Background: an optimization exercise with open tools, aiming at small area, a short achievable clock period and few clock cycles. Do not read the settings as production practice. Function was checked by simulation only, so behaviour that the tests miss may differ from the original. Power is estimated from default activity; no workload was simulated.

## config.mk

```make
export PLATFORM = sky130hd
export DESIGN_NAME = eadogm_core
export DESIGN_NICKNAME = eadogm_core
export VERILOG_FILES = /design/flow/design.v
export SDC_FILE = /design/flow/constraint.sdc
export NUM_CORES = 4
export LEC_CHECK = 0
export CAP_MARGIN = 65
export CORE_MARGIN = 2
export CORE_UTILIZATION = 40
export PLACE_DENSITY = 0.6
export SLEW_MARGIN = 65
```

## constraint.sdc

```tcl
create_clock -name core_clock -period 12.0 [get_ports {clk}]
set_input_delay 2.4000 -clock core_clock [delete_from_list [all_inputs] [get_ports {clk}]]
set_output_delay 2.4000 -clock core_clock [all_outputs]
set_load 0.01 [all_outputs]
```

## design.v

```verilog
module eadogm_sin_rom (
    input  wire [6:0] index,
    output reg  [6:0] data
);
    always @(*) begin
        case (index)
            7'd0: data = 7'd0;
            7'd1: data = 7'd2;
            7'd2: data = 7'd3;
            7'd3: data = 7'd5;
            7'd4: data = 7'd6;
            7'd5: data = 7'd8;
            7'd6: data = 7'd9;
            7'd7: data = 7'd11;
            7'd8: data = 7'd12;
            7'd9: data = 7'd14;
            7'd10: data = 7'd16;
            7'd11: data = 7'd17;
            7'd12: data = 7'd19;
            7'd13: data = 7'd20;
            7'd14: data = 7'd22;
            7'd15: data = 7'd23;
            7'd16: data = 7'd24;
            7'd17: data = 7'd26;
            7'd18: data = 7'd27;
            7'd19: data = 7'd29;
            7'd20: data = 7'd30;
            7'd21: data = 7'd32;
            7'd22: data = 7'd33;
            7'd23: data = 7'd34;
            7'd24: data = 7'd36;
            7'd25: data = 7'd37;
            7'd26: data = 7'd38;
            7'd27: data = 7'd39;
            7'd28: data = 7'd41;
            7'd29: data = 7'd42;
            7'd30: data = 7'd43;
            7'd31: data = 7'd44;
            7'd32: data = 7'd45;
            7'd33: data = 7'd46;
            7'd34: data = 7'd47;
            7'd35: data = 7'd48;
            7'd36: data = 7'd49;
            7'd37: data = 7'd50;
            7'd38: data = 7'd51;
            7'd39: data = 7'd52;
            7'd40: data = 7'd53;
            7'd41: data = 7'd54;
            7'd42: data = 7'd55;
            7'd43: data = 7'd56;
            7'd44: data = 7'd56;
            7'd45: data = 7'd57;
            7'd46: data = 7'd58;
            7'd47: data = 7'd59;
            7'd48: data = 7'd59;
            7'd49: data = 7'd60;
            7'd50: data = 7'd60;
            7'd51: data = 7'd61;
            7'd52: data = 7'd61;
            7'd53: data = 7'd62;
            7'd54: data = 7'd62;
            7'd55: data = 7'd62;
            7'd56: data = 7'd63;
            7'd57: data = 7'd63;
            7'd58: data = 7'd63;
            7'd59: data = 7'd64;
            7'd60: data = 7'd64;
            7'd61: data = 7'd64;
            7'd62: data = 7'd64;
            7'd63: data = 7'd64;
            7'd64: data = 7'd64;
            7'd65: data = 7'd64;
            7'd66: data = 7'd64;
            7'd67: data = 7'd64;
            7'd68: data = 7'd64;
            7'd69: data = 7'd64;
            7'd70: data = 7'd63;
            7'd71: data = 7'd63;
            7'd72: data = 7'd63;
            7'd73: data = 7'd62;
            7'd74: data = 7'd62;
            7'd75: data = 7'd62;
            7'd76: data = 7'd61;
            7'd77: data = 7'd61;
            7'd78: data = 7'd60;
            7'd79: data = 7'd60;
            7'd80: data = 7'd59;
            7'd81: data = 7'd59;
            7'd82: data = 7'd58;
            7'd83: data = 7'd57;
            7'd84: data = 7'd56;
            7'd85: data = 7'd56;
            7'd86: data = 7'd55;
            7'd87: data = 7'd54;
            7'd88: data = 7'd53;
            7'd89: data = 7'd52;
            7'd90: data = 7'd51;
            7'd91: data = 7'd50;
            7'd92: data = 7'd49;
            7'd93: data = 7'd48;
            7'd94: data = 7'd47;
            7'd95: data = 7'd46;
            7'd96: data = 7'd45;
            7'd97: data = 7'd44;
            7'd98: data = 7'd43;
            7'd99: data = 7'd42;
            7'd100: data = 7'd41;
            7'd101: data = 7'd39;
            7'd102: data = 7'd38;
            7'd103: data = 7'd37;
            7'd104: data = 7'd36;
            7'd105: data = 7'd34;
            7'd106: data = 7'd33;
            7'd107: data = 7'd32;
            7'd108: data = 7'd30;
            7'd109: data = 7'd29;
            7'd110: data = 7'd27;
            7'd111: data = 7'd26;
            7'd112: data = 7'd24;
            7'd113: data = 7'd23;
            7'd114: data = 7'd22;
            7'd115: data = 7'd20;
            7'd116: data = 7'd19;
            7'd117: data = 7'd17;
            7'd118: data = 7'd16;
            7'd119: data = 7'd14;
            7'd120: data = 7'd12;
            7'd121: data = 7'd11;
            7'd122: data = 7'd9;
            7'd123: data = 7'd8;
            7'd124: data = 7'd6;
            7'd125: data = 7'd5;
            7'd126: data = 7'd3;
            7'd127: data = 7'd2;
            default: data = 7'd0;
        endcase
    end
endmodule
module eadogm_glyph_rom (
    input  wire [6:0]  index,
    output reg  [34:0] data
);
    always @(*) begin
        case (index)
            7'd0: data[20:0] = 21'h0;
            7'd1: data[20:0] = 21'h17C000;
            7'd2: data[20:0] = 21'h380;
            7'd3: data[20:0] = 21'h53F94;
            7'd4: data[20:0] = 21'h1FD524;
            7'd5: data[20:0] = 21'h209A3;
            7'd6: data[20:0] = 21'h1564B6;
            7'd7: data[20:0] = 21'hC280;
            7'd8: data[20:0] = 21'h88E00;
            7'd9: data[20:0] = 21'h8A080;
            7'd10: data[20:0] = 21'h71508;
            7'd11: data[20:0] = 21'hF8408;
            7'd12: data[20:0] = 21'hC2800;
            7'd13: data[20:0] = 21'h20408;
            7'd14: data[20:0] = 21'h183000;
            7'd15: data[20:0] = 21'h20820;
            7'd16: data[20:0] = 21'h1268BE;
            7'd17: data[20:0] = 21'h1FE100;
            7'd18: data[20:0] = 21'h1470C2;
            7'd19: data[20:0] = 21'h1160A1;
            7'd20: data[20:0] = 21'h48A18;
            7'd21: data[20:0] = 21'h1162A7;
            7'd22: data[20:0] = 21'h12653C;
            7'd23: data[20:0] = 21'h27881;
            7'd24: data[20:0] = 21'h1264B6;
            7'd25: data[20:0] = 21'h126486;
            7'd26: data[20:0] = 21'hD9B00;
            7'd27: data[20:0] = 21'hDAB00;
            7'd28: data[20:0] = 21'h50400;
            7'd29: data[20:0] = 21'h50A14;
            7'd30: data[20:0] = 21'h51141;
            7'd31: data[20:0] = 21'h144082;
            7'd96: data[20:0] = 21'h1E64B2;
            7'd97: data[20:0] = 21'h448FE;
            7'd98: data[20:0] = 21'h1264FF;
            7'd99: data[20:0] = 21'h1060BE;
            7'd100: data[20:0] = 21'h1060FF;
            7'd101: data[20:0] = 21'h1264FF;
            7'd102: data[20:0] = 21'h244FF;
            7'd103: data[20:0] = 21'h1060BE;
            7'd104: data[20:0] = 21'h2047F;
            7'd105: data[20:0] = 21'h1FE080;
            7'd106: data[20:0] = 21'h106020;
            7'd107: data[20:0] = 21'h5047F;
            7'd108: data[20:0] = 21'h10207F;
            7'd109: data[20:0] = 21'h1017F;
            7'd110: data[20:0] = 21'h2027F;
            7'd111: data[20:0] = 21'h1060BE;
            7'd112: data[20:0] = 21'h244FF;
            7'd113: data[20:0] = 21'h1460BE;
            7'd114: data[20:0] = 21'h644FF;
            7'd115: data[20:0] = 21'h1264C6;
            7'd116: data[20:0] = 21'h1FC081;
            7'd117: data[20:0] = 21'h10203F;
            7'd118: data[20:0] = 21'h10101F;
            7'd119: data[20:0] = 21'h6107F;
            7'd120: data[20:0] = 21'h20A63;
            7'd121: data[20:0] = 21'h1E0203;
            7'd122: data[20:0] = 21'h1268E1;
            7'd123: data[20:0] = 21'h1FC000;
            7'd124: data[20:0] = 21'h20202;
            7'd125: data[20:0] = 21'h1FE0C1;
            7'd126: data[20:0] = 21'h4104;
            7'd127: data[20:0] = 21'h102040;
            7'd64: data[20:0] = 21'h8080;
            7'd65: data[20:0] = 21'h152A20;
            7'd66: data[20:0] = 21'h11247F;
            7'd67: data[20:0] = 21'h112238;
            7'd68: data[20:0] = 21'h112238;
            7'd69: data[20:0] = 21'h152A38;
            7'd70: data[20:0] = 21'h27F08;
            7'd71: data[20:0] = 21'h150A08;
            7'd72: data[20:0] = 21'h1047F;
            7'd73: data[20:0] = 21'h1F6200;
            7'd74: data[20:0] = 21'h112020;
            7'd75: data[20:0] = 21'h43F80;
            7'd76: data[20:0] = 21'h1FE080;
            7'd77: data[20:0] = 21'h6027C;
            7'd78: data[20:0] = 21'h1047C;
            7'd79: data[20:0] = 21'h112238;
            7'd80: data[20:0] = 21'h50A7C;
            7'd81: data[20:0] = 21'h50A08;
            7'd82: data[20:0] = 21'h1047C;
            7'd83: data[20:0] = 21'h152A48;
            7'd84: data[20:0] = 21'h111F84;
            7'd85: data[20:0] = 21'h10203C;
            7'd86: data[20:0] = 21'h10101C;
            7'd87: data[20:0] = 21'hC203C;
            7'd88: data[20:0] = 21'h41444;
            7'd89: data[20:0] = 21'h14280C;
            7'd90: data[20:0] = 21'h153244;
            7'd91: data[20:0] = 21'hD8400;
            7'd92: data[20:0] = 21'h1FC000;
            7'd93: data[20:0] = 21'hDA080;
            7'd94: data[20:0] = 21'hA8408;
            7'd95: data[20:0] = 21'hA8E08;
            default: data[20:0] = 21'h0;
        endcase
    end
    always @(*) begin
        case (index)
            7'd0: data[34:21] = 14'h0;
            7'd1: data[34:21] = 14'h0;
            7'd2: data[34:21] = 14'h7;
            7'd3: data[34:21] = 14'hA7F;
            7'd4: data[34:21] = 14'h92A;
            7'd5: data[34:21] = 14'h3164;
            7'd6: data[34:21] = 14'h2822;
            7'd7: data[34:21] = 14'h0;
            7'd8: data[34:21] = 14'h41;
            7'd9: data[34:21] = 14'h1C;
            7'd10: data[34:21] = 14'h42A;
            7'd11: data[34:21] = 14'h408;
            7'd12: data[34:21] = 14'h0;
            7'd13: data[34:21] = 14'h408;
            7'd14: data[34:21] = 14'h0;
            7'd15: data[34:21] = 14'h104;
            7'd16: data[34:21] = 14'h1F45;
            7'd17: data[34:21] = 14'h40;
            7'd18: data[34:21] = 14'h2349;
            7'd19: data[34:21] = 14'h18CB;
            7'd20: data[34:21] = 14'h87F;
            7'd21: data[34:21] = 14'h1CC5;
            7'd22: data[34:21] = 14'h1849;
            7'd23: data[34:21] = 14'h185;
            7'd24: data[34:21] = 14'h1B49;
            7'd25: data[34:21] = 14'hF29;
            7'd26: data[34:21] = 14'h0;
            7'd27: data[34:21] = 14'h0;
            7'd28: data[34:21] = 14'h20A2;
            7'd29: data[34:21] = 14'hA14;
            7'd30: data[34:21] = 14'h8;
            7'd31: data[34:21] = 14'h309;
            7'd96: data[34:21] = 14'h1F41;
            7'd97: data[34:21] = 14'h3F11;
            7'd98: data[34:21] = 14'h1B49;
            7'd99: data[34:21] = 14'h1141;
            7'd100: data[34:21] = 14'hE22;
            7'd101: data[34:21] = 14'h20C9;
            7'd102: data[34:21] = 14'h81;
            7'd103: data[34:21] = 14'h1951;
            7'd104: data[34:21] = 14'h3F88;
            7'd105: data[34:21] = 14'h41;
            7'd106: data[34:21] = 14'hBF;
            7'd107: data[34:21] = 14'h20A2;
            7'd108: data[34:21] = 14'h2040;
            7'd109: data[34:21] = 14'h3F82;
            7'd110: data[34:21] = 14'h3F90;
            7'd111: data[34:21] = 14'h1F41;
            7'd112: data[34:21] = 14'h309;
            7'd113: data[34:21] = 14'h2F21;
            7'd114: data[34:21] = 14'h2329;
            7'd115: data[34:21] = 14'h18C9;
            7'd116: data[34:21] = 14'h81;
            7'd117: data[34:21] = 14'h1FC0;
            7'd118: data[34:21] = 14'hFA0;
            7'd119: data[34:21] = 14'h3FA0;
            7'd120: data[34:21] = 14'h3194;
            7'd121: data[34:21] = 14'h184;
            7'd122: data[34:21] = 14'h21C5;
            7'd123: data[34:21] = 14'h20C1;
            7'd124: data[34:21] = 14'h1010;
            7'd125: data[34:21] = 14'h0;
            7'd126: data[34:21] = 14'h202;
            7'd127: data[34:21] = 14'h2040;
            7'd64: data[34:21] = 14'h4;
            7'd65: data[34:21] = 14'h3C54;
            7'd66: data[34:21] = 14'h1C44;
            7'd67: data[34:21] = 14'h1044;
            7'd68: data[34:21] = 14'h3FC8;
            7'd69: data[34:21] = 14'hC54;
            7'd70: data[34:21] = 14'h101;
            7'd71: data[34:21] = 14'h1E54;
            7'd72: data[34:21] = 14'h3C04;
            7'd73: data[34:21] = 14'h40;
            7'd74: data[34:21] = 14'h3D;
            7'd75: data[34:21] = 14'h2228;
            7'd76: data[34:21] = 14'h40;
            7'd77: data[34:21] = 14'h3C04;
            7'd78: data[34:21] = 14'h3C04;
            7'd79: data[34:21] = 14'h1C44;
            7'd80: data[34:21] = 14'h414;
            7'd81: data[34:21] = 14'h3E18;
            7'd82: data[34:21] = 14'h404;
            7'd83: data[34:21] = 14'h1054;
            7'd84: data[34:21] = 14'h1040;
            7'd85: data[34:21] = 14'h3E20;
            7'd86: data[34:21] = 14'hE20;
            7'd87: data[34:21] = 14'h1E40;
            7'd88: data[34:21] = 14'h2228;
            7'd89: data[34:21] = 14'h1E50;
            7'd90: data[34:21] = 14'h224C;
            7'd91: data[34:21] = 14'h41;
            7'd92: data[34:21] = 14'h0;
            7'd93: data[34:21] = 14'h8;
            7'd94: data[34:21] = 14'h41C;
            7'd95: data[34:21] = 14'h408;
            default: data[34:21] = 14'h0;
        endcase
    end
endmodule
module eadogm_core (
    input  wire        clk,
    input  wire        rst,
    input  wire        cmd_valid,
    output wire        cmd_ready,
    input  wire [63:0] cmd_word,
    output wire [2:0]  err,
    output wire [3:0]  cur_page,
    output wire [6:0]  cur_col,
    output wire [7:0]  ret,
    output reg         mem_en,
    output reg         mem_we,
    output reg  [9:0]  mem_addr,
    output reg  [7:0]  mem_wdata,
    input  wire [7:0]  mem_rdata
);
    localparam [7:0] MODE_SET   = 8'h73;
    localparam [7:0] MODE_CLEAR = 8'h63;
    localparam [3:0] S_IDLE  = 4'd0;
    localparam [3:0] S_SEG   = 4'd1;
    localparam [3:0] S_WALK  = 4'd2;
    localparam [3:0] S_MUL1  = 4'd3;
    localparam [3:0] S_DIV   = 4'd4;
    localparam [3:0] S_PRIME = 4'd5;
    localparam [3:0] S_TEXT  = 4'd6;
    localparam [3:0] S_LF    = 4'd7;
    localparam [3:0] S_DRAIN = 4'd8;
    localparam [3:0] S_MUL2  = 4'd9;
    localparam [3:0] S_STEPS = 4'd10;
    localparam [3:0] S_DRS   = 4'd11;
    localparam [3:0] S_DEC   = 4'd12;
    function [12:0] rca;
        input [11:0] x;
        input [11:0] y;
        input        ci;
        integer i;
        reg c;
        begin
            c = ci;
            for (i = 0; i < 12; i = i + 1) begin
                rca[i] = x[i] ^ y[i] ^ c;
                c = (x[i] & y[i]) | (c & (x[i] ^ y[i]));
            end
            rca[12] = c;
        end
    endfunction
    function [6:0] inc7;
        input [6:0] x;
        reg [12:0] s;
        begin s = rca({5'd0, x}, 12'd0, 1'b1); inc7 = s[6:0]; end
    endfunction
    function [6:0] dec7;
        input [6:0] x;
        reg [12:0] s;
        begin s = rca({5'd0, x}, {5'd0, 7'h7F}, 1'b0); dec7 = s[6:0]; end
    endfunction
    function ge8;
        input [7:0] x;
        input [7:0] y;
        reg [12:0] s;
        begin s = rca({4'd0, x}, {4'd0, ~y}, 1'b1); ge8 = s[8]; end
    endfunction
    reg [3:0]  state;
    reg [3:0]  state_n;        
    reg        ready_q;        
    reg [2:0]  err_q;
    reg [3:0]  page_q;
    reg [6:0]  col_q;
    reg [7:0]  ret_q;
    assign cmd_ready = ready_q;
    assign err       = err_q;
    assign cur_page  = page_q;
    assign cur_col   = col_q;
    assign ret       = ret_q;
    wire [7:0] w_op = cmd_word[7:0];
    wire [7:0] b0   = cmd_word[15:8];
    wire [7:0] b1   = cmd_word[23:16];
    wire [7:0] b2   = cmd_word[31:24];
    wire [7:0] b3   = cmd_word[39:32];
    wire [7:0] b4   = cmd_word[47:40];
    wire [7:0] b5   = cmd_word[55:48];
    wire [7:0] b6   = cmd_word[63:56];
    wire op_pix    = (w_op == 8'h01);
    wire op_point  = (w_op == 8'h02);
    wire op_hline  = (w_op == 8'h03);
    wire op_vline  = (w_op == 8'h04);
    wire op_line   = (w_op == 8'h05);
    wire op_rect   = (w_op == 8'h06);
    wire op_arc    = (w_op == 8'h07);
    wire op_putc   = (w_op == 8'h08);
    wire op_setpg  = (w_op == 8'h09);
    wire op_setcol = (w_op == 8'h0A);
    wire op_putcat = (w_op == 8'h0B);
    wire op_draw   = op_pix | op_point | op_hline | op_vline | op_line | op_rect | op_arc;
    wire [3:0] op4 = w_op[3:0];
    reg [7:0] w_t, w_m;
    always @(*) begin
        case (op4)
            4'h2:        begin w_t = b2;   w_m = b3; end
            4'h3, 4'h4:  begin w_t = b3;   w_m = b4; end
            4'h5, 4'h6:  begin w_t = b4;   w_m = b5; end
            4'h7:        begin w_t = b5;   w_m = b6; end
            default:     begin w_t = 8'd0; w_m = b2; end
        endcase
    end
    wire w_tbad = (w_t[7:1] != 7'd0);
    wire w_mset = (w_m == MODE_SET);
    wire w_mbad = !w_mset && (w_m != MODE_CLEAR);
    reg [7:0] w_x1, w_y1, w_x2, w_y2;
    always @(*) begin
        case (op4)
            4'h3:    begin w_x1 = b0; w_y1 = b2; w_x2 = b1; w_y2 = b2; end    
            4'h4:    begin w_x1 = b0; w_y1 = b1; w_x2 = b0; w_y2 = b2; end    
            4'h5:    begin w_x1 = b0; w_y1 = b1; w_x2 = b2; w_y2 = b3; end    
            4'h6:    begin w_x1 = b0; w_y1 = b1; w_x2 = b2; w_y2 = b1; end    
            default: begin w_x1 = b1; w_y1 = b0; w_x2 = b1; w_y2 = b0; end    
        endcase
    end
    reg [7:0] a0, a1, a2, a3;
    reg       is_rect, is_arc;
    reg       thick;
    reg       mset;            
    reg [1:0] side;            
    reg       seg_pend;        
    reg       p2_valid;        
    reg [7:0] sx1, sx2;
    reg [6:0] sy1, sy2;
    reg              prev_ok;               
    wire y1_bad = sy1[6];
    wire x1_bad = sx1[7];
    wire y2_bad = sy2[6];
    wire x2_bad = sx2[7];
    wire [2:0] chk_code = y1_bad ? 3'd1 : x1_bad ? 3'd2 : y2_bad ? 3'd1 : x2_bad ? 3'd2 : 3'd0;
    wire       chk_ok   = !(y1_bad | x1_bad | y2_bad | x2_bad);
    wire [6:0] ux1 = sx1[6:0];
    wire [6:0] uy1 = {1'b0, sy1[5:0]};
    wire [6:0] ux2 = sx2[6:0];
    wire [6:0] uy2 = {1'b0, sy2[5:0]};
    wire [7:0] ddx  = {1'b0, ux2} - {1'b0, ux1};
    wire [7:0] ddy  = {1'b0, uy2} - {1'b0, uy1};
    wire [6:0] ndx  = ux1 - ux2;
    wire [6:0] ndy  = uy1 - uy2;
    reg  [6:0] adx, ady;
    reg        xneg, yneg2;                    
    reg        pre_ok;
    wire [7:0] dxy  = {1'b0, adx} - {1'b0, ady};
    wire [6:0] dyx  = ady - adx;
    wire       setup_steep = dxy[7];           
    wire [6:0] minx = xneg  ? ux2 : ux1;
    wire [6:0] maxx = xneg  ? ux1 : ux2;
    wire [6:0] miny = yneg2 ? uy2 : uy1;
    wire [6:0] maxy = yneg2 ? uy1 : uy2;
    wire [6:0] sbn  = xneg  ? uy2 : uy1;       
    wire [6:0] sbs  = yneg2 ? ux2 : ux1;       
    wire       setup_swap = setup_steep ? yneg2 : xneg;
    wire       s_yneg = xneg ^ yneg2;
    wire [6:0] sa1  = setup_steep ? miny : minx;
    wire [6:0] sa2  = setup_steep ? maxy : maxx;
    wire [6:0] sb1  = setup_steep ? sbs : sbn;
    wire [6:0] sdy  = setup_steep ? adx : ady;
    wire [6:0] sdxy = setup_steep ? dyx : dxy[6:0];    
    wire       seg_same   = (ux1 == ux2) && (uy1 == uy2);
    wire       setup_vert = (ux1 == ux2) && (uy1 != uy2);
    wire       s_skipf = is_arc & prev_ok & !setup_swap;
    wire       s_skipl = is_arc & prev_ok & setup_swap;
    wire [6:0] sdx    = setup_steep ? ady : adx;
    wire signed [8:0] s_e0 = {3'b000, sdx[6:1]};
    wire signed [8:0] e1   = s_e0 - $signed({2'b00, sdy});
    wire signed [8:0] e1p  = s_e0 + $signed({2'b00, sdxy});
    wire       e1n_neg = (ady > {1'b0, adx[6:1]});
    wire       e1s_neg = (adx > {1'b0, ady[6:1]});
    wire       e1_neg  = setup_steep ? e1s_neg : e1n_neg;
    wire signed [8:0] s_e1 = e1_neg ? e1p : e1;
    wire [6:0] wyn1   = e1n_neg ? (s_yneg ? dec7(sbn) : inc7(sbn)) : sbn;
    wire [6:0] wys1   = e1s_neg ? (s_yneg ? dec7(sbs) : inc7(sbs)) : sbs;
    wire [6:0] s_wy1  = setup_steep ? wys1 : wyn1;
    wire [6:0] s_wx1  = inc7(sa1);
    wire [6:0] s_wxe1 = dec7(sa2);
    wire seg_avail = is_arc ? p2_valid : seg_pend;
    reg  [7:0] nx;                  
    reg  [6:0] ny;
    reg        p3_valid;
    reg  [7:0] qx;                  
    reg  [6:0] qy;
    reg        p4_valid;
    reg [7:0] rx1, ry1, rx2, ry2;
    always @(*) begin
        case (side)
            2'd0:    begin rx1 = a0; ry1 = a3; rx2 = a2; ry2 = a3; end    
            2'd1:    begin rx1 = a0; ry1 = a1; rx2 = a0; ry2 = a3; end    
            default: begin rx1 = a2; ry1 = a1; rx2 = a2; ry2 = a3; end    
        endcase
    end
    reg [6:0]        wx, wxe, wy, wdy, wdxy;
    reg signed [8:0] werr;
    reg              steep, vert, yneg, wfirst;
    reg [4:0]        wdone;
    wire [6:0] prow = steep ? wx : wy;
    wire [6:0] pcol = steep ? wy : wx;
    wire [2:0] pg   = prow[5:3];
    wire       page_last = (wxe[5:3] == wx[5:3]);
    wire       is_last = vert ? page_last : (wx == wxe);
    wire [7:0] bit_r = 8'd1 << prow[2:0];
    wire [7:0] run_m = (8'hFF << wx[2:0]) & (8'hFF >> (page_last ? ~wxe[2:0] : 3'd0));
    wire [7:0] row_m = vert ? run_m : bit_r;
    wire [6:0] rowm = dec7(prow);
    wire [6:0] rowp = inc7(wxe);             
    wire [6:0] colm = dec7(pcol);
    wire [6:0] colp = inc7(pcol);
    reg [4:0] wvec;
    always @(*) begin
        wvec[0] = 1'b1;
        wvec[1] = thick & (steep ? (pcol != 7'd0)   : ((prow[2:0] == 3'd0) && (prow != 7'd0)));
        wvec[2] = thick & (steep ? (pcol != 7'd127) : ((prow[2:0] == 3'd7) && (prow != 7'd63)));
        wvec[3] = thick & wfirst  & (steep ? (prow != 7'd0)  : (pcol != 7'd0));
        wvec[4] = thick & is_last & (steep ? (wxe != 7'd63) : (pcol != 7'd127));
    end
    wire [4:0] wpend = wvec & ~wdone;
    wire [4:0] wsel  = wpend & (~wpend + 5'd1);
    wire [4:0] wmore = wpend & ~wsel;
    reg [9:0] w_addr;
    reg [7:0] w_mask;
    always @(*) begin
        w_addr = {pg, pcol};
        w_mask = (thick & !steep) ? (bit_r | {bit_r[6:0], 1'b0} | {1'b0, bit_r[7:1]}) : row_m;
        if (wsel[1]) begin
            if (steep) begin w_addr = {pg, colm}; w_mask = row_m; end
            else       begin w_addr = {rowm[5:3], pcol}; w_mask = 8'h80; end
        end
        if (wsel[2]) begin
            if (steep) begin w_addr = {pg, colp}; w_mask = row_m; end
            else       begin w_addr = {pg + 3'd1, pcol}; w_mask = 8'h01; end
        end
        if (wsel[3]) begin
            if (steep) begin w_addr = {rowm[5:3], pcol}; w_mask = 8'd1 << rowm[2:0]; end
            else       begin w_addr = {pg, colm}; w_mask = bit_r; end
        end
        if (wsel[4]) begin
            if (steep) begin w_addr = {rowp[5:3], pcol}; w_mask = 8'd1 << rowp[2:0]; end
            else       begin w_addr = {pg, colp}; w_mask = bit_r; end
        end
    end
    wire [8:0]  err_sub_s = werr - {2'b00, wdy};
    wire [8:0]  err_add_s = werr + {2'b00, wdxy};
    wire        err_neg   = err_sub_s[8];
    wire [6:0]  wx_inc    = inc7(wx);
    wire [6:0]  wy_step   = yneg ? dec7(wy) : inc7(wy);
    reg [8:0]  dw;             
    reg [16:0] acc;            
    reg [11:0] stp;            
    reg [8:0]  dq;             
    reg [9:0]  dr;             
    reg [3:0]  cnt;
    reg [8:0]  aq;             
    reg [9:0]  arem;           
    reg        adv_ok;         
    reg        fin;            
    reg [2:0]  sp;             
    reg [6:0]  mag_q;
    reg        neg_q;
    wire [14:0] prod_q = acc[14:0];
    wire        negp_q = acc[15];
    wire [7:0]  w_d8 = b4 - b3;
    wire [8:0]  w_dw = {w_d8 == 8'd0, w_d8};
    wire [8:0]  mul1_b = (cnt == 4'd2) ? (dw[6] ? {1'b0, a2} : 9'd0) : (dw[7] ? {a2, 1'b0} : 9'd0);
    wire [10:0] mul1_s = acc[16:6] + {2'd0, mul1_b};
    reg  [10:0] d201;
    always @(*) begin
        case (acc[2:0])
            3'd0:    d201 = 11'd0;
            3'd1:    d201 = 11'd201;
            3'd2:    d201 = 11'd402;
            3'd3:    d201 = 11'd603;
            3'd4:    d201 = 11'd804;
            3'd5:    d201 = 11'd1005;
            3'd6:    d201 = 11'd1206;
            default: d201 = 11'd1407;
        endcase
    end
    wire [10:0] mul2_s = {3'd0, stp[11:4]} + d201;
    wire [9:0]  steps  = stp[9:0];
    wire [10:0] div_t  = {dr, dw[4'd8 - cnt]};
    wire [11:0] div_s  = {1'b0, div_t} - {2'b00, steps};
    wire        div_ge = !div_s[11];
    wire [12:0] drs_s  = rca({2'd0, dr}, ~{2'd0, steps}, 1'b1);
    wire [11:0] arem_a = {2'd0, arem} + {2'd0, dr};
    wire [11:0] arem_b = {2'd0, arem} + stp;              
    wire        arem_ge = !arem_b[11];
    wire [8:0]  aq_dq  = aq + dq;
    wire [8:0]  aq_dq1 = aq + dq + 9'd1;
    wire [7:0]  ang_dq  = a3 + dq[7:0];
    wire [7:0]  ang_dq1 = a3 + dq[7:0] + 8'd1;
    wire [8:0]  aq_nx  = arem_ge ? aq_dq1 : aq_dq;
    wire [7:0]  ang_nx = arem_ge ? ang_dq1 : ang_dq;
    wire [6:0] sin_idx = sp[0] ? {~a3[6], a3[5:0]} : a3[6:0];
    wire [6:0] sin_mag;
    eadogm_sin_rom u_sin_rom (.index(sin_idx), .data(sin_mag));
    wire       cos_neg = a3[7] ^ a3[6];
    wire [13:0] prod6 = a2 * mag_q[5:0];
    wire [14:0] prod  = mag_q[6] ? {1'b0, a2, 6'd0} : {1'b0, prod6};
    wire [9:0]  pt    = {1'b0, prod_q[14:6]};
    wire [7:0]  ccent = (sp == 3'd3) ? a0 : a1;
    wire [9:0]  smp_v = {2'd0, ccent} + (negp_q ? ~pt : pt) + {9'd0, negp_q & (prod_q[5:0] == 6'd0)};
    wire [7:0]  smp_x = {smp_v[9] | (smp_v[8:7] != 2'd0), smp_v[6:0]};
    wire [6:0]  smp_y = {smp_v[9] | (smp_v[8:6] != 3'd0), smp_v[5:0]};
    wire [6:0] tcode  = wdxy;         
    wire [6:0] tg     = tcode ^ 7'h20;    
    wire [2:0] tpage  = wy[2:0];
    wire [6:0] tcol   = wx;
    wire [2:0] tshift = wxe[2:0];
    wire [2:0] tk     = wdy[2:0];
    wire       tspill = wfirst;
    wire [34:0] glyph_word;
    eadogm_glyph_rom u_glyph_rom (.index(tg), .data(glyph_word));
    reg  [6:0]  glyph_byte;
    always @(*) begin
        case (tk)
            3'd0:    glyph_byte = glyph_word[6:0];
            3'd1:    glyph_byte = glyph_word[13:7];
            3'd2:    glyph_byte = glyph_word[20:14];
            3'd3:    glyph_byte = glyph_word[27:21];
            default: glyph_byte = glyph_word[34:28];
        endcase
    end
    wire [14:0] gshift = {8'd0, glyph_byte} << tshift;
    wire [7:0]  t_mask = tspill ? {1'b0, gshift[14:8]} : gshift[7:0];
    wire [12:0] tcol_s = rca({5'd0, tcol}, {9'd0, tk}, 1'b0);
    wire [9:0]  t_addr = {tspill ? (tpage + 3'd1) : tpage, tcol_s[6:0]};
    wire [3:0] norm_page  = (page_q == 4'd8) ? 4'd0 : page_q;
    wire       col_wrap   = (col_q > 7'd121);
    wire [3:0] wrap_page  = col_wrap ? (norm_page + 4'd1) : norm_page;
    wire [3:0] glyph_page = (wrap_page == 4'd8) ? 4'd0 : wrap_page;
    wire [6:0] glyph_col  = col_wrap ? 7'd0 : col_q;
    wire [12:0] gcol6_s   = rca({5'd0, glyph_col}, 12'd6, 1'b0);
    reg        d_putc, d_setpg, d_setcol, d_putcat, d_draw;
    reg        tbad_q, mbad_q;
    wire       d_arc = is_arc;
    wire char0_bad = (a0[7:5] == 3'd0) || a0[7];
    wire char2_bad = (a2[7:5] == 3'd0) || a2[7];
    wire is_lf      = (a0 == 8'h0A);
    wire putc_glyph = d_putc && !is_lf && !char0_bad;
    wire setpg_ok   = d_setpg && (a0[7:3] == 5'd0);
    wire setcol_ok  = d_setcol && !ge8(a0, 8'd121);
    wire putcat_ok  = d_putcat && !ge8(a0, 8'd57) && !ge8(a1, 8'd121) && !char2_bad;
    wire draw_ok    = d_draw && !tbad_q && !mbad_q;
    reg  [2:0] dec_err;
    always @(*) begin
        dec_err = 3'd0;
        if (d_draw) dec_err = tbad_q ? 3'd5 : mbad_q ? 3'd4 : 3'd0;
        if (d_putc && !is_lf && char0_bad) dec_err = 3'd6;
        if (d_setpg && !setpg_ok) dec_err = 3'd3;
        if (d_setcol && !setcol_ok) dec_err = 3'd2;
        if (d_putcat) dec_err = ge8(a0, 8'd57) ? 3'd1 : ge8(a1, 8'd121) ? 3'd2 : char2_bad ? 3'd6 : 3'd0;
        if (!(d_draw | d_putc | d_setpg | d_setcol | d_putcat)) dec_err = 3'd7;
    end
    reg        ib_valid;
    reg [9:0]  ib_addr;
    reg [7:0]  ib_mask;
    reg [3:0]  cv, crd;
    reg [9:0]  ca0, ca1, ca2, ca3;
    reg [7:0]  cm0, cm1, cm2, cm3;
    reg [1:0]  head, rp, tail;
    reg [2:0]  count;
    reg        rd_p1, rd_p2;    
    wire [9:0] ca_head = (head == 2'd0) ? ca0 : (head == 2'd1) ? ca1 : (head == 2'd2) ? ca2 : ca3;
    wire [7:0] cm_head = (head == 2'd0) ? cm0 : (head == 2'd1) ? cm1 : (head == 2'd2) ? cm2 : cm3;
    wire [9:0] ca_rp   = (rp == 2'd0) ? ca0 : (rp == 2'd1) ? ca1 : (rp == 2'd2) ? ca2 : ca3;
    wire [3:0] head_oh = 4'd1 << head;
    wire [3:0] rp_oh   = 4'd1 << rp;
    wire [3:0] tail_oh = 4'd1 << tail;
    wire       retire_rd = rd_p2;
    wire [7:0] newdata   = mset ? (mem_rdata | cm_head) : (mem_rdata & ~cm_head);
    wire       wr_need   = retire_rd && (|(cm_head & (mset ? ~mem_rdata : mem_rdata)));
    wire       dwrite    = !rd_p2 && (rp == head) && (|(head_oh & cv & ~crd)) &&
                           (|(head_oh & {&cm3, &cm2, &cm1, &cm0}));
    wire       retire    = retire_rd | dwrite;
    wire       ib_zero   = (ib_mask == 8'd0);
    wire [3:0] hit_vec   = cv & ~(retire_rd ? head_oh : 4'd0) &
                           {ca3 == ib_addr, ca2 == ib_addr, ca1 == ib_addr, ca0 == ib_addr};
    wire       hit       = |hit_vec;
    wire       ib_take   = ib_valid && (ib_zero || hit || (count != 3'd4));
    wire       alloc     = ib_valid && !ib_zero && !hit && (count != 3'd4);
    wire       buf_free  = !ib_valid || (count != 3'd4);
    wire       rp_ready  = |(rp_oh & cv & ~crd);
    wire       slot_free = !dwrite && (state != S_LF);
    wire       rd_pre    = slot_free && rp_ready;
    wire       byp_pre   = slot_free && alloc && (rp == tail);
    wire       do_read   = rd_pre && !wr_need;
    wire       byp_read  = byp_pre && !wr_need;
    wire       alt_en    = (state == S_LF) || dwrite || rd_pre || byp_pre;
    wire       alt_we    = (state == S_LF) || dwrite;
    wire [9:0] alt_addr  = (state == S_LF) ? {tpage, tcol} : dwrite ? ca_head : rd_pre ? ca_rp : ib_addr;
    wire [7:0] alt_wdata = {8{mset && (state != S_LF)}};
    wire [2:0] count_nx  = count + {2'd0, alloc} - {2'd0, retire};
    reg        g_emit;
    reg [9:0]  g_addr;
    reg [7:0]  g_mask;
    always @(*) begin
        g_emit = 1'b0;
        g_addr = w_addr;
        g_mask = w_mask;
        if (state == S_WALK) begin
            g_emit = 1'b1;
        end else if (state == S_TEXT) begin
            g_emit = 1'b1;
            g_addr = t_addr;
            g_mask = t_mask;
        end
    end
    wire g_go = !g_emit || buf_free;    
    wire walk_end = (state == S_WALK) && buf_free && (wmore == 5'd0) && is_last;
    wire seg_go   = ((state == S_SEG) || walk_end) && seg_avail && pre_ok;
    wire p2_consume = (seg_go && is_arc) || ((state == S_PRIME) && p2_valid);
    wire p3_take    = p3_valid && (!p2_valid || p2_consume);
    wire p4_take    = p4_valid && !p3_valid;                  
    wire q_busy     = p3_valid || p4_valid;
    wire sxy_wr     = (ready_q && cmd_valid) || seg_go ||
                      ((state == S_PRIME) && p2_valid) || p3_take;
    wire seg_draw = chk_ok && !(is_arc && prev_ok && seg_same);
    always @(posedge clk) begin
        if (rst) begin
            cv       <= 4'd0;
            crd      <= 4'd0;
            head     <= 2'd0;
            rp       <= 2'd0;
            tail     <= 2'd0;
            count    <= 3'd0;
            rd_p1    <= 1'b0;
            rd_p2    <= 1'b0;
            ib_valid <= 1'b0;
            mem_en   <= 1'b0;
            mem_we   <= 1'b0;
        end else begin
            rd_p1 <= do_read | byp_read;
            rd_p2 <= rd_p1;
            count <= count_nx;
            mem_en    <= wr_need | alt_en;
            mem_we    <= wr_need | alt_we;
            mem_addr  <= wr_need ? ca_head : alt_addr;
            mem_wdata <= wr_need ? newdata : alt_wdata;
            if (hit_vec[0] && ib_valid && !ib_zero) cm0 <= cm0 | ib_mask;
            if (hit_vec[1] && ib_valid && !ib_zero) cm1 <= cm1 | ib_mask;
            if (hit_vec[2] && ib_valid && !ib_zero) cm2 <= cm2 | ib_mask;
            if (hit_vec[3] && ib_valid && !ib_zero) cm3 <= cm3 | ib_mask;
            if (alloc) begin
                case (tail)
                    2'd0: begin ca0 <= ib_addr; cm0 <= ib_mask; end
                    2'd1: begin ca1 <= ib_addr; cm1 <= ib_mask; end
                    2'd2: begin ca2 <= ib_addr; cm2 <= ib_mask; end
                    default: begin ca3 <= ib_addr; cm3 <= ib_mask; end
                endcase
                tail <= tail + 2'd1;
            end
            if (do_read | byp_read | dwrite) rp <= rp + 2'd1;
            if (retire) head <= head + 2'd1;
            cv  <= (cv & ~(retire ? head_oh : 4'd0)) | (alloc ? tail_oh : 4'd0);
            crd <= (crd & ~(retire ? head_oh : 4'd0) & ~(alloc ? tail_oh : 4'd0)) |
                   (do_read ? rp_oh : 4'd0) | (byp_read ? tail_oh : 4'd0);
            if (g_emit && buf_free) begin
                ib_valid <= 1'b1;
                ib_addr  <= g_addr;
                ib_mask  <= g_mask;
            end else if (ib_take) begin
                ib_valid <= 1'b0;
            end
        end
    end
    always @(posedge clk) begin
        if (rst) begin
            state    <= S_IDLE;
            ready_q  <= 1'b1;
            err_q    <= 3'd0;
            page_q   <= 4'd0;
            col_q    <= 7'd0;
            ret_q    <= 8'd0;
            sp       <= 3'd0;
            p2_valid <= 1'b0;
            p3_valid <= 1'b0;
            p4_valid <= 1'b0;
            seg_pend <= 1'b0;
            pre_ok   <= 1'b0;
        end else begin
            state_n = state;
            adx    <= ddx[7] ? ndx : ddx[6:0];
            ady    <= ddy[7] ? ndy : ddy[6:0];
            xneg   <= ddx[7];
            yneg2  <= ddy[7];
            pre_ok <= !sxy_wr;
            if (p3_take) begin
                sx2      <= nx;
                sy2      <= ny;
                p2_valid <= 1'b1;
            end else if (p2_consume) begin
                p2_valid <= 1'b0;
            end
            if (p4_take) begin
                nx       <= qx;
                ny       <= qy;
                p3_valid <= 1'b1;
                p4_valid <= 1'b0;
            end else if (p3_take) begin
                p3_valid <= 1'b0;
            end
            if (sp == 3'd1) begin
                mag_q <= sin_mag;
                neg_q <= cos_neg;
                sp    <= 3'd2;
            end else if (sp == 3'd2) begin
                if (adv_ok) begin
                    acc[15:0] <= {neg_q, prod};
                    mag_q <= sin_mag;
                    neg_q <= a3[7];
                    aq    <= aq_nx;
                    a3    <= ang_nx;
                    arem  <= arem_ge ? arem_b[9:0] : arem_a[9:0];
                    fin   <= (aq == dw);
                    sp    <= 3'd3;
                end
            end else if (sp == 3'd3) begin
                if (!p4_valid || !p3_valid) begin    
                    qx    <= smp_x;
                    acc[15:0] <= {neg_q, prod};
                    mag_q <= sin_mag;
                    neg_q <= cos_neg;
                    sp    <= 3'd4;
                end
            end else if (sp == 3'd4) begin
                qy       <= smp_y;
                p4_valid <= 1'b1;
                acc[15:0] <= {neg_q, prod};
                mag_q    <= sin_mag;
                neg_q    <= a3[7];
                aq       <= aq_nx;
                a3       <= ang_nx;
                arem     <= arem_ge ? arem_b[9:0] : arem_a[9:0];
                fin      <= (aq == dw);
                sp       <= fin ? 3'd0 : 3'd3;
            end
            if (seg_go) begin
                if (is_arc) begin
                    sx1      <= sx2;
                    sy1      <= sy2;
                    prev_ok  <= chk_ok;
                end else if (is_rect && side != 2'd3) begin
                    side <= side + 2'd1;
                    sx1 <= rx1; sy1 <= {ry1[7:6] != 2'd0, ry1[5:0]};
                    sx2 <= rx2; sy2 <= {ry2[7:6] != 2'd0, ry2[5:0]};
                end else begin
                    seg_pend <= 1'b0;
                end
                if (!chk_ok && err_q == 3'd0) err_q <= chk_code;
                steep <= setup_steep;
                vert  <= setup_vert;
                wxe   <= s_skipl ? s_wxe1 : sa2;
                wdy   <= sdy;
                wdxy  <= sdxy;
                yneg  <= s_yneg;
                wdone <= 5'd0;
                if (s_skipf) begin
                    wfirst <= 1'b0;
                    wx     <= s_wx1;
                    wy     <= s_wy1;
                    werr   <= s_e1;
                end else begin
                    wfirst <= 1'b1;
                    wx     <= sa1;
                    wy     <= sb1;
                    werr   <= s_e0;
                end
            end
            case (state)
                S_IDLE: begin
                    if (cmd_valid) begin
                        a0 <= b0; a1 <= b1; a2 <= b2; a3 <= b3;
                        d_putc   <= op_putc;
                        d_setpg  <= op_setpg;
                        d_setcol <= op_setcol;
                        d_putcat <= op_putcat;
                        d_draw   <= op_draw;
                        tbad_q   <= w_tbad;
                        mbad_q   <= w_mbad;
                        is_rect  <= op_rect;
                        is_arc   <= op_arc;
                        thick    <= w_t[0];
                        mset     <= w_mset | !op_draw;
                        side     <= 2'd0;
                        prev_ok  <= 1'b0;
                        seg_pend <= 1'b1;
                        dw       <= w_dw;
                        sx1 <= w_x1; sy1 <= {w_y1[7:6] != 2'd0, w_y1[5:0]};
                        sx2 <= w_x2; sy2 <= {w_y2[7:6] != 2'd0, w_y2[5:0]};
                        state_n = S_DEC;
                    end
                end
                S_DEC: begin
                    acc    <= 17'd0;
                    cnt    <= 4'd0;
                    aq     <= 9'd0;
                    arem   <= 10'd0;
                    adv_ok <= 1'b0;
                    wdxy   <= d_putc ? a0[6:0] : a2[6:0];
                    wdy    <= 7'd0;
                    wfirst <= 1'b0;
                    wxe    <= {4'd0, d_putc ? 3'd0 : a0[2:0]};
                    wy     <= {4'd0, !d_putc ? a0[5:3] : is_lf ? norm_page[2:0] : glyph_page[2:0]};
                    wx     <= !d_putc ? a1[6:0] : is_lf ? col_q : glyph_col;
                    err_q  <= dec_err;
                    sp     <= 3'd0;
                    if (d_putc)                 ret_q  <= a0;
                    if (putc_glyph | setpg_ok)  page_q <= d_putc ? glyph_page : a0[3:0];
                    if (putc_glyph | setcol_ok) col_q  <= d_putc ? gcol6_s[6:0] : a0[6:0];
                    if (draw_ok)                     state_n = d_arc ? S_MUL1 : S_SEG;
                    else if (d_putc && is_lf)        state_n = S_LF;
                    else if (putc_glyph | putcat_ok) state_n = S_TEXT;
                    else                             state_n = S_IDLE;
                end
                S_MUL1: begin
                    cnt <= cnt + 4'd1;
                    if (cnt == 4'd0) begin
                        mag_q <= {1'b0, dw[5:0]};
                    end else if (cnt == 4'd1) begin
                        acc <= {2'b00, prod};
                    end else if (cnt == 4'd2) begin
                        acc <= {mul1_s[10:0], acc[5:0]};
                    end else begin
                        acc   <= dw[8] ? {1'b0, a2, 8'd0} : {mul1_s[10:0], acc[5:0]};
                        stp   <= 12'd0;
                        cnt   <= 4'd0;
                        sp    <= 3'd1;          
                        state_n = S_MUL2;
                    end
                end
                S_MUL2: begin
                    stp <= {mul2_s[10:3], mul2_s[2:0], stp[3]};
                    acc <= {3'b000, acc[16:3]};
                    cnt <= cnt + 4'd1;
                    if (cnt == 4'd5) state_n = S_STEPS;
                end
                S_STEPS: begin
                    if (stp[9:0] == 10'd0) stp <= 12'd1;
                    dr    <= 10'd0;
                    dq    <= 9'd0;
                    cnt   <= 4'd0;
                    state_n = S_DIV;
                end
                S_DIV: begin
                    dr  <= div_ge ? div_s[9:0] : div_t[9:0];
                    dq  <= {dq[7:0], div_ge};
                    cnt <= cnt + 4'd1;
                    if (cnt == 4'd8) state_n = S_DRS;
                end
                S_DRS: begin
                    stp    <= drs_s[11:0];
                    adv_ok <= 1'b1;
                    state_n  = S_PRIME;
                end
                S_PRIME: begin
                    if (p2_valid) begin
                        sx1 <= sx2;
                        sy1 <= sy2;
                        state_n = S_SEG;
                    end
                end
                S_SEG: begin
                    if (seg_avail) begin
                        if (seg_go && seg_draw) state_n = S_WALK;
                    end else if (!is_arc || (sp == 3'd0 && !q_busy)) begin
                        state_n = S_DRAIN;
                    end
                end
                S_WALK: begin
                    if (buf_free) begin
                        if (wmore != 5'd0) begin
                            wdone <= wdone | wsel;
                        end else if (is_last) begin
                            if (!seg_avail && !(is_arc && (sp != 3'd0 || q_busy))) state_n = S_DRAIN;
                            else if (!(seg_go && seg_draw))                        state_n = S_SEG;
                        end else begin
                            wdone  <= 5'd0;
                            wfirst <= 1'b0;
                            if (vert) begin
                                wx <= {wx[6:3] + 4'd1, 3'b000};
                            end else begin
                                wx <= wx_inc;
                                if (err_neg) begin
                                    wy   <= wy_step;
                                    werr <= err_add_s[8:0];
                                end else begin
                                    werr <= err_sub_s[8:0];
                                end
                            end
                        end
                    end
                end
                S_TEXT: begin
                    if (g_go) begin
                        if (!tspill && tshift != 3'd0) begin
                            wfirst <= 1'b1;
                        end else begin
                            wfirst <= 1'b0;
                            wdy    <= {4'd0, tk + 3'd1};
                            if (tk == 3'd4) state_n = S_DRAIN;
                        end
                    end
                end
                S_LF: begin
                    wx <= wx_inc;
                    if (tcol == 7'd127) begin
                        page_q <= {1'b0, tpage} + 4'd1;
                        col_q  <= 7'd0;
                        state_n  = S_DRAIN;
                    end
                end
                S_DRAIN: begin
                    if (!ib_valid && (count == 3'd0)) state_n = S_IDLE;
                end
                default: state_n = S_IDLE;
            endcase
            state   <= state_n;
            ready_q <= (state_n == S_IDLE);
        end
    end
endmodule
```

## run.sh

```bash
#!/bin/bash
# synth_recipe.tcl (not shown) runs the flow's synth.tcl, then flattens the netlist and writes it again
# the make line also repeats each setting of config.mk as NAME=value (left out here)
make -C /OpenROAD-flow-scripts/flow DESIGN_CONFIG=/design/flow/config.mk WORK_HOME=/design/flow/orfs CLKGATE_MAP_FILE= SYNTH_SCRIPT=/design/flow/synth_recipe.tcl finish
```

==> results.sh, run 1 <==
export IMPL_synth_edf_count=373
export IMPL_cts_resized=0
export IMPL_dr_pass1_iters=7
export IMPL_vias=38100
export IMPL_fmax_ghz=0.204
export IMPL_switchingPower_mw=2.27
export IMPL_syn_num_nets=5208
export IMPL_tns_ns=0
export IMPL_startpoint_type="flop"
export IMPL_report_final_hold_viol_count=0
export IMPL_clockRootBuffer="clkbuf_16"
export IMPL_synth_area_per_cell_um2=8.52
export IMPL_core_area_um2=100000
export IMPL_p_clk_share_pct=26.8
export IMPL_num_rows=116
export IMPL_final_common_cell="nand2_1"
export IMPL_numCtsBuffers=53
export IMPL_combPwrFrac_pct=40.9
export IMPL_ys_ff_latch=430
export IMPL_start_util_pct=40.4
export IMPL_hp_class="reg -> reg"
export IMPL_fin_crit_sh_pct=40.8
export IMPL_wl_per_cell_um=23.6
export IMPL_grt_remaining_overflow=0
export IMPL_status="complete, no violations"
export IMPL_powerDensity_nw_per_um2=129
export IMPL_antenna_left=0
export IMPL_sequentialPowerShare_pct=32.2
export IMPL_nFillCells=9875
export IMPL_drv_slew=0
export IMPL_switching_share_pct=38.6
export IMPL_syn_area_um2=40600
export IMPL_cts_hold_buf=0
export IMPL_p_int_mw=3.61
export IMPL_die_width_um=323
export IMPL_cp_required_ns=12.38
export IMPL_vias_per_cell=6.21
export IMPL_p_leak_nw=17.6
export IMPL_clk_path_buf_depth=3
export IMPL_ys_seq_area_share_pct=30.4
export IMPL_min_from="qy[6]"
export IMPL_rsz0062_at_grt="false"
export IMPL_max_cap_violations=0
export IMPL_grt_pass1_vias=35600
export IMPL_chipHeight_um=323
export IMPL_drive_gt1_share_pct=9.17
export IMPL_io_pins=118
export IMPL_grt_max_degree=79
export IMPL_startpoint="a2[1]"
export IMPL_ys_warn_count=3
export IMPL_layout_min_cycle_time_ns=4.89
export IMPL_finalSetupViolations=0
export IMPL_post_dp_hpwl_mm=107
export IMPL_cts_sinks=430
export IMPL_die_area_um2=104000
export IMPL_tightest_slew_ns=0.578
export IMPL_grt_first_pass_wirelength_mm=219
export IMPL_area_growth_pct=12.4
export IMPL_rr_startpoint="a2[1]"
export IMPL_r2r_slack_ns=7.11
export IMPL_track_usage_pct=27.0
export IMPL_gp_congestion=0.984
export IMPL_synthCells=4769
export IMPL_relSlewSlack_pct=61.0
export IMPL_vdd_ir_drop_worst_v=0.000118
export IMPL_arrival_ns=5.27
export IMPL_final_cell_mix="nand2_1, edfxtp_1, a21oi_1, nor2_1, o21ai_0"
export IMPL_wirelength_mm=145
export IMPL_synthArstFlopShare_pct=0
export IMPL_endpoint_kind="flop"
export IMPL_cp_max_fo=8
export IMPL_clk_transition_reported_paths_ns=0.06
export IMPL_tritoncts="done"
export IMPL_dp_cells=6039
export IMPL_synth_distinct_cells=106
export IMPL_drt_initial_drc_count=4671
export IMPL_final_nets=5183
export IMPL_post_cts_buffers=0
export IMPL_antenna_found_initial=2
export IMPL_port_buffers=117
export IMPL_final_cells=6145
export IMPL_ys_flop_type="edfxtp_1"
export IMPL_ctsHtreeMaxLevel=2
export IMPL_finClkSkew_ns=0.0347
export IMPL_post_route_drc_count=0
export IMPL_path_class="reg -> reg"
export IMPL_clock_latency_ns=0.66
==> registers in the layout (all words and copies together), names as in the netlist, 10 cells and up <==
signal    count
ca1          10
dr           10
ib_addr      10
ca0          10
ca3          10
mem_addr     10
arem         10
ca2          10
acc          17
stp          12
==> layer usage <==
layer / track usage (%) / up-vias / routed length, µm
li1: - / 17500 / -
met1: 37.5 / 18500 / 62600
met2: 42.3 / 1837 / 64200
met3: 4.50 / 328 / 12700
met4: 9.88 / 2 / 5680
met5: 0 / - / 13
==> cell usage after synthesis, drive strengths merged (20+ instances only) <==
library cell	count	area share (%)
nand2	509	4.7
edfxtp	373	28
nor2	367	3.4
a21oi	359	4.4
o21ai	352	4.4
ha	307	9.5
inv	271	2.5
clkbuf	244	2.3
mux2i	187	4.7
xnor2	151	3.3
nand3	107	1.3
nor3	105	1.3
nor2b	86	1.3
buf	80	0.91
a211oi	68	1.3
xor2	67	1.4
o211ai	64	1.2
nand2b	63	0.97
dfxtp	57	2.8
fa	57	2.8
a22o	50	1.1
and2	50	0.77
o221ai	47	1.1
o22ai	45	0.69
a22oi	41	0.76
nand4	40	0.62
a21o	37	0.68
o21bai	37	0.68
a31oi	36	0.55
and3	36	0.55
a221oi	28	0.63
nor4	28	0.50
mux2	23	0.64
o31ai	23	0.44
a21boi	22	0.41
o21a	22	0.41
o2111ai	20	0.45
or2	20	0.31
==> power groups by stage <==
stage | Combinational (mW) | Sequential (mW) | Clock (mW)
after detailed placement | 2.36 | 1.93 | 0
after floorplan | 1.72 | 1.86 | 0
final | 2.41 | 1.90 | 1.58
after global placement | 2.26 | 1.94 | 0
after global routing | 2.66 | 1.90 | 1.66
after CTS | 2.37 | 1.89 | 1.60
==> worst paths after layout <==
| kind | endpoint | depth (start not counted) |
|---|---|---|
| max | acc[13] | 17 |
| min | ny[6] | 0 |
| max reg2reg | acc[13] | 17 |
| min reg2reg | ny[6] | 0 |
==> cell type report <==
type	instances	area [µm²]	share of cell area [%]
multi-input cells	3738	26600	58.2
flip-flops and latches	430	12300	27.0
repair buffers	244	2290	5.01
well taps	1357	1700	3.72
clock buffers	67	1410	3.08
inverters	277	1060	2.31
clock inverters	31	275	0.603
diodes	1	2.50	0.00548
==> through the flow <==
step           power (mW)  area [µm²]  setup WS, ns  hold WS (ns)  utilization (%)
3_5_place_dp         4.28       43700          6.80         0.405             43.5
6_report             5.89       45700          7.11         0.418             45.5
4_1_cts              5.87       45400          7.14         0.418             45.2
2_1_floorplan        3.58       40600          5.29         0.400                -
5_1_grt              6.23       45700          6.78         0.425             45.5
3_3_place_gp         4.20       42900          6.26         0.401             42.7
==> kinds of logic after synthesis <==
group / synth area share [%]
XOR/XNOR: 4.76
buffers and inverters: 5.73
multiplexers: 6.03
AND/OR/NAND/NOR: 17.2
flip-flops: 30.4
AO/OA/AOI/OAI: 23.6
adder cells (fa/ha/maj): 12.3
==> worst max-delay path, cell delays in order (launching register included) <==
cell      delay [ns]
edfxtp_1        0.57
buf_4           0.26
nand2_1         0.09
fa_1            0.53
fa_1            0.43
fa_1            0.50
inv_1           0.05
ha_1            0.30
nor2b_1         0.15
o21ai_0         0.20
a21boi_0        0.15
o21ai_0         0.35
a211oi_1        0.17
nor3_1          0.33
a21oi_1         0.11
or3_1           0.31
o211ai_1        0.08
nand2_1         0.06
Testbench counts, summed over its fixed seeds: cycles 249,822.
==> run 2: changes to the inputs <==
--- a/config.mk
+++ b/config.mk
@@ -6,7 +6,7 @@
 export NUM_CORES = 4
 export LEC_CHECK = 0
-export CAP_MARGIN = 65
+export CAP_MARGIN = 30
 export CORE_MARGIN = 2
 export CORE_UTILIZATION = 40
 export PLACE_DENSITY = 0.6
-export SLEW_MARGIN = 65
+export SLEW_MARGIN = 60
==> results.sh, run 2 <==
export IMPL_die_area_um2=104000
export IMPL_vdd_ir_drop_worst_v=0.000100
export IMPL_chipHeight_um=323
export IMPL_top_regs="acc (17), stp (12)"
export IMPL_final_nets=5167
export IMPL_relSlewSlack_pct=52.7
export IMPL_post_synth_top_area_cell="edfxtp_1"
export IMPL_cts_resized=0
export IMPL_fmax_ghz=0.204
export IMPL_path_class="reg -> reg"
export IMPL_drt_initial_drc_count=5084
export IMPL_post_dp_hpwl_mm=107
export IMPL_core_area_um2=100000
export IMPL_rr_endpoint="acc[13]"
export IMPL_startpoint_type="flop"
export IMPL_yosys_area_share_simple_pct=17.2
export IMPL_layout_min_cycle_time_ns=4.91
export IMPL_drive_gt1_share_pct=8.07
export IMPL_r2r_slack_ns=7.09
export IMPL_synthCells=4769
export IMPL_p_leak_nw=17.5
export IMPL_status="complete, no violations"
export IMPL_wl_per_cell_um=23.6
export IMPL_yosysTopAreaCellShare_pct=27.6
export IMPL_antenna_left=0
export IMPL_synth_most_common_cell="nand2_1"
export IMPL_whs_ns=0.419
export IMPL_synth_compound_area_share_pct=23.6
export IMPL_gp_congestion=0.984
export IMPL_ys_warn_count=3
export IMPL_fin_crit_sh_pct=40.9
export IMPL_clockRootBuffer="clkbuf_16"
export IMPL_startpoint="a2[1]"
export IMPL_ys_top_cells_by_count="nand2_1, edfxtp_1, nor2_1, a21oi_1, o21ai_0"
export IMPL_max_cap_violations=0
export IMPL_track_usage_pct=27.0
export IMPL_rr_startpoint="a2[1]"
export IMPL_start_util_pct=40.4
export IMPL_switching_share_pct=37.9
export IMPL_drv_slew=0
export IMPL_cp_required_ns=12.36
export IMPL_synth_area_leaders="edfxtp_1, ha_1, nand2_1, mux2i_1, a21oi_1"
export IMPL_grt_remaining_overflow=0
export IMPL_synth_distinct_cells=106
export IMPL_area_growth_pct=11.8
export IMPL_final_common_cell="nand2_1"
export IMPL_diodes=0
export IMPL_numCtsBuffers=53
export IMPL_endpoint_kind="flop"
export IMPL_rsz0062_at_grt="false"
export IMPL_io_pins=118
export IMPL_clock_latency_ns=0.66
export IMPL_p_int_mw=3.73
export IMPL_die_width_um=323
export IMPL_finalSetupViolations=0
export IMPL_wirelength_mm=145
export IMPL_dr_pass1_iters=7
export IMPL_ys_seq_area_share_pct=30.4
export IMPL_combPwrFrac_pct=39.7
export IMPL_cts_hold_buf=0
export IMPL_dp_cells=6023
export IMPL_min_path_cells=0
export IMPL_synthAdderAreaFrac_pct=12.3
export IMPL_cp_max_fo=8
export IMPL_num_rows=116
export IMPL_synth_top_family_by_area="compound AO/OA/AOI/OAI gates"
export IMPL_synthArstFlopShare_pct=0
export IMPL_post_cts_buffers=0
export IMPL_synth_area_per_cell_um2=8.52
export IMPL_clk_transition_reported_paths_ns=0.06
export IMPL_cts_sinks=430
export IMPL_hp_class="reg -> reg"
export IMPL_grt_max_degree=143
export IMPL_placed_area_um2=43400
export IMPL_post_route_drc_count=0
export IMPL_ctsHtreeMaxLevel=2
export IMPL_min_from="qx[1]"
export IMPL_synth_xor_area_share_pct=4.76
export IMPL_tightest_slew_ns=0.709
export IMPL_tns_ns=0
export IMPL_design_area_um2=45400
export IMPL_final_cells=6128
export IMPL_syn_num_nets=5208
export IMPL_switchingPower_mw=2.28
export IMPL_final_cell_mix="nand2_1, edfxtp_1, a21oi_1, nor2_1, o21ai_0"
export IMPL_report_final_hold_viol_count=0
export IMPL_arrival_ns=5.27
export IMPL_grt_first_pass_wirelength_mm=218
export IMPL_sequentialPowerShare_pct=31.6
export IMPL_ys_flop_type="edfxtp_1"
export IMPL_finalPower_mw=6.01
export IMPL_synth_edf_count=373
export IMPL_synth_mux_area_share_pct=6.03
export IMPL_vias_per_cell=6.17
export IMPL_grt_pass1_vias=35500
export IMPL_port_buffers=117
export IMPL_top_register="acc"
export IMPL_r2r_cells=17
export IMPL_antenna_found_initial=1
export IMPL_tritoncts="done"
export IMPL_vias=37800
export IMPL_largest_reg_flops=17
export IMPL_holdPathEnd="nx[1]"
export IMPL_clk_path_buf_depth=3
export IMPL_powerDensity_nw_per_um2=132
export IMPL_finClkSkew_ns=0.0560
export IMPL_syn_area_um2=40600
export IMPL_ys_ff_latch=430
export IMPL_p_clk_share_pct=28.7
==> run 2: cells by family (layout without fill, tap and decap cells) <==
kind of cell,count (synthesis),count (layout)
compound gates,1444,1444
xor+xnor,219,219
fa+ha+maj,366,366
buf+inv,601,603
flops,430,430
mux,223,223
simple gates,1486,1486
==> run 2: metrics by stage <==
step	worst slack (ns)	util (%)
2_1_floorplan	5.29	-
3_3_place_gp	6.26	42.7
3_5_place_dp	6.55	43.2
4_1_cts	7.12	45.0
5_1_grt	6.78	45.2
6_report	7.09	45.2
==> run 2: worst max path at each step <==
| stage | end | cells after the start |
|---|---|---|
| CTS | acc[13] | 17 |
| global route | acc[13] | 17 |
| floorplan | nx[0] | 2 |
| detailed placement | mbad_q | 9 |
| global placement | mbad_q | 9 |
| finish | acc[13] | 17 |
==> run 2: critical path: stages (launching register included) <==
cell and delay (ns):
edfxtp_1 0.57, buf_4 0.25, nand2_1 0.09, fa_1 0.53, fa_1 0.43, fa_1 0.49, inv_1 0.05, ha_1 0.30
nor2b_1 0.16, o21ai_0 0.20, a21boi_0 0.15, o21ai_0 0.33, a211oi_1 0.17, nor3_1 0.32, a21oi_1 0.11, or3_1 0.31
o211ai_1 0.09, nand2_1 0.06
==> run 2: layer usage <==
metal	track usage (%)	share of wire, %
met4	9.63	3.6
met5	0	0
met1	37.7	43
met2	42.3	44
met3	4.09	8.5
==> run 2: area by class of cell <==
type / instances / area (µm²)
inverter: 277 / 1050
fill: 9873 / 55000
timing repair buffer: 228 / 2110
tap: 1357 / 1700
clock inverter: 29 / 435
clock buffer: 69 / 1410
multi-input combinational: 3738 / 26400
sequential: 430 / 12300
==> run 2: power by group through the flow <==
stage	clock network (mW)	registers, mW	logic, mW
after global routing	1.81	1.91	2.64
after global placement	0	1.94	2.26
final	1.73	1.90	2.39
after detailed placement	0	1.93	2.33
after floorplan	0	1.86	1.72
after CTS	1.76	1.90	2.35
==> run 3: changes to the inputs <==
--- a/design.v
+++ b/design.v
@@ -513,11 +513,7 @@
     wire signed [8:0] e1   = s_e0 - $signed({2'b00, sdy});
     wire signed [8:0] e1p  = s_e0 + $signed({2'b00, sdxy});
-    wire       e1n_neg = (ady > {1'b0, adx[6:1]});
-    wire       e1s_neg = (adx > {1'b0, ady[6:1]});
-    wire       e1_neg  = setup_steep ? e1s_neg : e1n_neg;
+    wire       e1_neg = e1[8];
     wire signed [8:0] s_e1 = e1_neg ? e1p : e1;
-    wire [6:0] wyn1   = e1n_neg ? (s_yneg ? dec7(sbn) : inc7(sbn)) : sbn;
-    wire [6:0] wys1   = e1s_neg ? (s_yneg ? dec7(sbs) : inc7(sbs)) : sbs;
-    wire [6:0] s_wy1  = setup_steep ? wys1 : wyn1;
+    wire [6:0] s_wy1  = e1_neg ? (s_yneg ? dec7(sb1) : inc7(sb1)) : sb1;
     wire [6:0] s_wx1  = inc7(sa1);
     wire [6:0] s_wxe1 = dec7(sa2);
--- a/config.mk
+++ b/config.mk
@@ -6,5 +6,5 @@
 export NUM_CORES = 4
 export LEC_CHECK = 0
-export CAP_MARGIN = 30
+export CAP_MARGIN = 60
 export CORE_MARGIN = 2
 export CORE_UTILIZATION = 40
==> results.sh, run 3 <==
export IMPL_numCtsBuffers=52
export IMPL_chipHeight_um=320
export IMPL_ys_top_cells_by_count="nand2_1, a21oi_1, nor2_1, edfxtp_1, o21ai_0"
export IMPL_drt_initial_drc_count=4428
export IMPL_status="complete, no violations"
export IMPL_area_growth_pct=11.5
export IMPL_cp_max_fo=16
export IMPL_ctsHtreeMaxLevel=2
export IMPL_track_usage_pct=27.0
export IMPL_clk_transition_reported_paths_ns=0.06
export IMPL_final_nets=5070
export IMPL_antenna_left=0
export IMPL_synth_most_common_cell="nand2_1"
export IMPL_final_cells=5982
export IMPL_synth_area_per_cell_um2=8.51
export IMPL_rr_endpoint="wy[2]"
export IMPL_cts_resized=0
export IMPL_grt_pass1_vias=35400
export IMPL_clk_path_buf_depth=3
export IMPL_synthCells=4696
export IMPL_path_class="reg -> reg"
export IMPL_ys_warn_count=3
export IMPL_design_area_um2=44600
export IMPL_post_synth_top_area_cell="edfxtp_1"
export IMPL_wirelength_mm=143
export IMPL_min_path_cells=0
export IMPL_max_cap_violations=0
export IMPL_syn_area_um2=40000
export IMPL_cts_hold_buf=0
export IMPL_dp_cells=5882
export IMPL_diodes=0
export IMPL_post_cts_buffers=0
export IMPL_vdd_ir_drop_worst_v=0.000104
export IMPL_top_regs="acc (17), stp (12)"
export IMPL_clockRootBuffer="clkbuf_16"
export IMPL_r2r_cells=21
export IMPL_powerDensity_nw_per_um2=130
export IMPL_syn_num_nets=5114
export IMPL_synth_distinct_cells=103
export IMPL_num_rows=115
export IMPL_final_cell_mix="nand2_1, a21oi_1, nor2_1, edfxtp_1, o21ai_0"
export IMPL_synth_edf_count=373
export IMPL_drive_gt1_share_pct=8.35
export IMPL_ys_flop_type="edfxtp_1"
export IMPL_vias=37100
export IMPL_port_buffers=117
export IMPL_startpoint_type="flop"
export IMPL_drv_slew=0
export IMPL_finalSetupViolations=0
export IMPL_top_register="acc"
export IMPL_tritoncts="done"
export IMPL_fmax_ghz=0.188
export IMPL_yosysTopAreaCellShare_pct=28.0
export IMPL_r2r_slack_ns=6.68
export IMPL_gp_congestion=0.986
export IMPL_tightest_slew_ns=0.632
export IMPL_grt_first_pass_wirelength_mm=217
export IMPL_arrival_ns=5.68
export IMPL_holdPathEnd="nx[1]"
export IMPL_min_from="qx[1]"
export IMPL_hp_class="reg -> reg"
export IMPL_clock_latency_ns=0.64
export IMPL_largest_reg_flops=17
export IMPL_cp_required_ns=12.36
export IMPL_post_dp_hpwl_mm=106
export IMPL_endpoint_kind="flop"
export IMPL_io_pins=118
export IMPL_placed_area_um2=42700
export IMPL_tns_ns=0
export IMPL_p_leak_nw=17.0
export IMPL_ys_ff_latch=430
-- run 3: cell types whose count changed after synthesis, sizes merged, moves of 17 or more --
cell and delta:
a31oi +21, nor2 +30, ha -21, a21oi +40, nand2 -50, a22oi -17
o21ai -34, o211ai -23
-- run 3: how the worst max path moves through the flow --
stage | end | slack [ns] | depth (start not counted)
floorplan | ready_q | 4.82 | 4
global placement | mbad_q | 6.45 | 10
detailed placement | mset | 6.62 | 10
CTS | wy[2] | 6.75 | 21
global route | wy[2] | 6.27 | 21
finish | wy[2] | 6.68 | 21
-- run 3: kinds of logic (layout without fill, tap and decap cells) --
group | after synthesis | count (layout) | synth area share, %
buffers and inverters | 588 | 587 | 5.74
XOR/XNOR | 220 | 220 | 4.85
flip-flops | 430 | 430 | 30.9
AND/OR/NAND/NOR | 1469 | 1469 | 17.3
AO/OA/AOI/OAI | 1432 | 1432 | 23.7
multiplexers | 213 | 213 | 5.64
adder cells (fa/ha/maj) | 344 | 344 | 11.8
-- run 3: layout make-up --
cell class / count / area (µm²)
tap: 1287 / 1610
timing repair buffer: 226 / 2050
sequential: 430 / 12300
clock buffer: 60 / 1330
multi-input combinational: 3678 / 25800
clock inverter: 37 / 408
fill: 9689 / 54100
inverter: 264 / 1000
-- run 3: per-layer routing --
layer | routed length, µm | vias up | global-route usage [%]
met5 | 27 | - | 0
met4 | 5800 | 4 | 10.6
met1 | 62200 | 17800 | 37.1
li1 | - | 17200 | -
met3 | 12100 | 340 | 5.08
met2 | 62900 | 1731 | 42.0
-- run 3: worst max-delay path: stages, from the launching register on --
cell and delay (ns):
edfxtp_1 0.40, inv_1 0.06, ha_1 0.37, o21a_1 0.21, o21ai_0 0.25, a31o_2 0.29, nand2_1 0.34, buf_4 0.32
inv_1 0.28, nor2_1 0.07, a21oi_1 0.24, ha_1 0.25, nor2b_1 0.06, o21a_1 0.18, o21ai_0 0.22, a21oi_1 0.13
o221a_2 0.38, or2_2 0.43, a211oi_1 0.21, a211oi_1 0.07, a21oi_1 0.14, o221ai_1 0.13
-- run 3: where the power goes --
part	leakage [nW]	total, mW	switching [mW]	internal [mW]
Sequential	3.96	1.89	0.127	1.76
Combinational	12.2	2.29	1.38	0.903
Clock	0.833	1.63	0.696	0.932
-- run 3: through the flow --
stage	hold slack [ns]	util [%]	setup WS, ns
2_1_floorplan	0.400	-	4.82
3_5_place_dp	0.405	43.3	6.62
5_1_grt	0.424	45.2	6.27
4_1_cts	0.418	45.0	6.75
6_report	0.417	45.2	6.68
3_3_place_gp	0.401	42.7	6.45
Testbench counts of run 3, summed over its fixed seeds: cycles 249,822.

-- what the ideal ports hide --
In the flow no input, the clock included, has a driving cell. The finished layouts below were timed again as built, in two steps.
Step 1: set_driving_cell puts a clkbuf_16 on clk and a buf_2 on each other input, an assumption about the parent block.
Step 2 also shifts input and output timing later by t, the mid clock arrival at the registers, as if the neighbouring blocks saw the same clock.
Three values: ideal ports, drivers, drivers and shift; two values: the first two.
run | t (ns) | setup slack, ns
run 1 | 0.717 | 7.107 / 7.107 / 6.696
run 2 | 0.706 | 7.088 / 7.088 / 6.632
run 3 | 0.702 | 6.680 / 6.680 / 6.468
After both steps setup and hold are still met in every run listed.
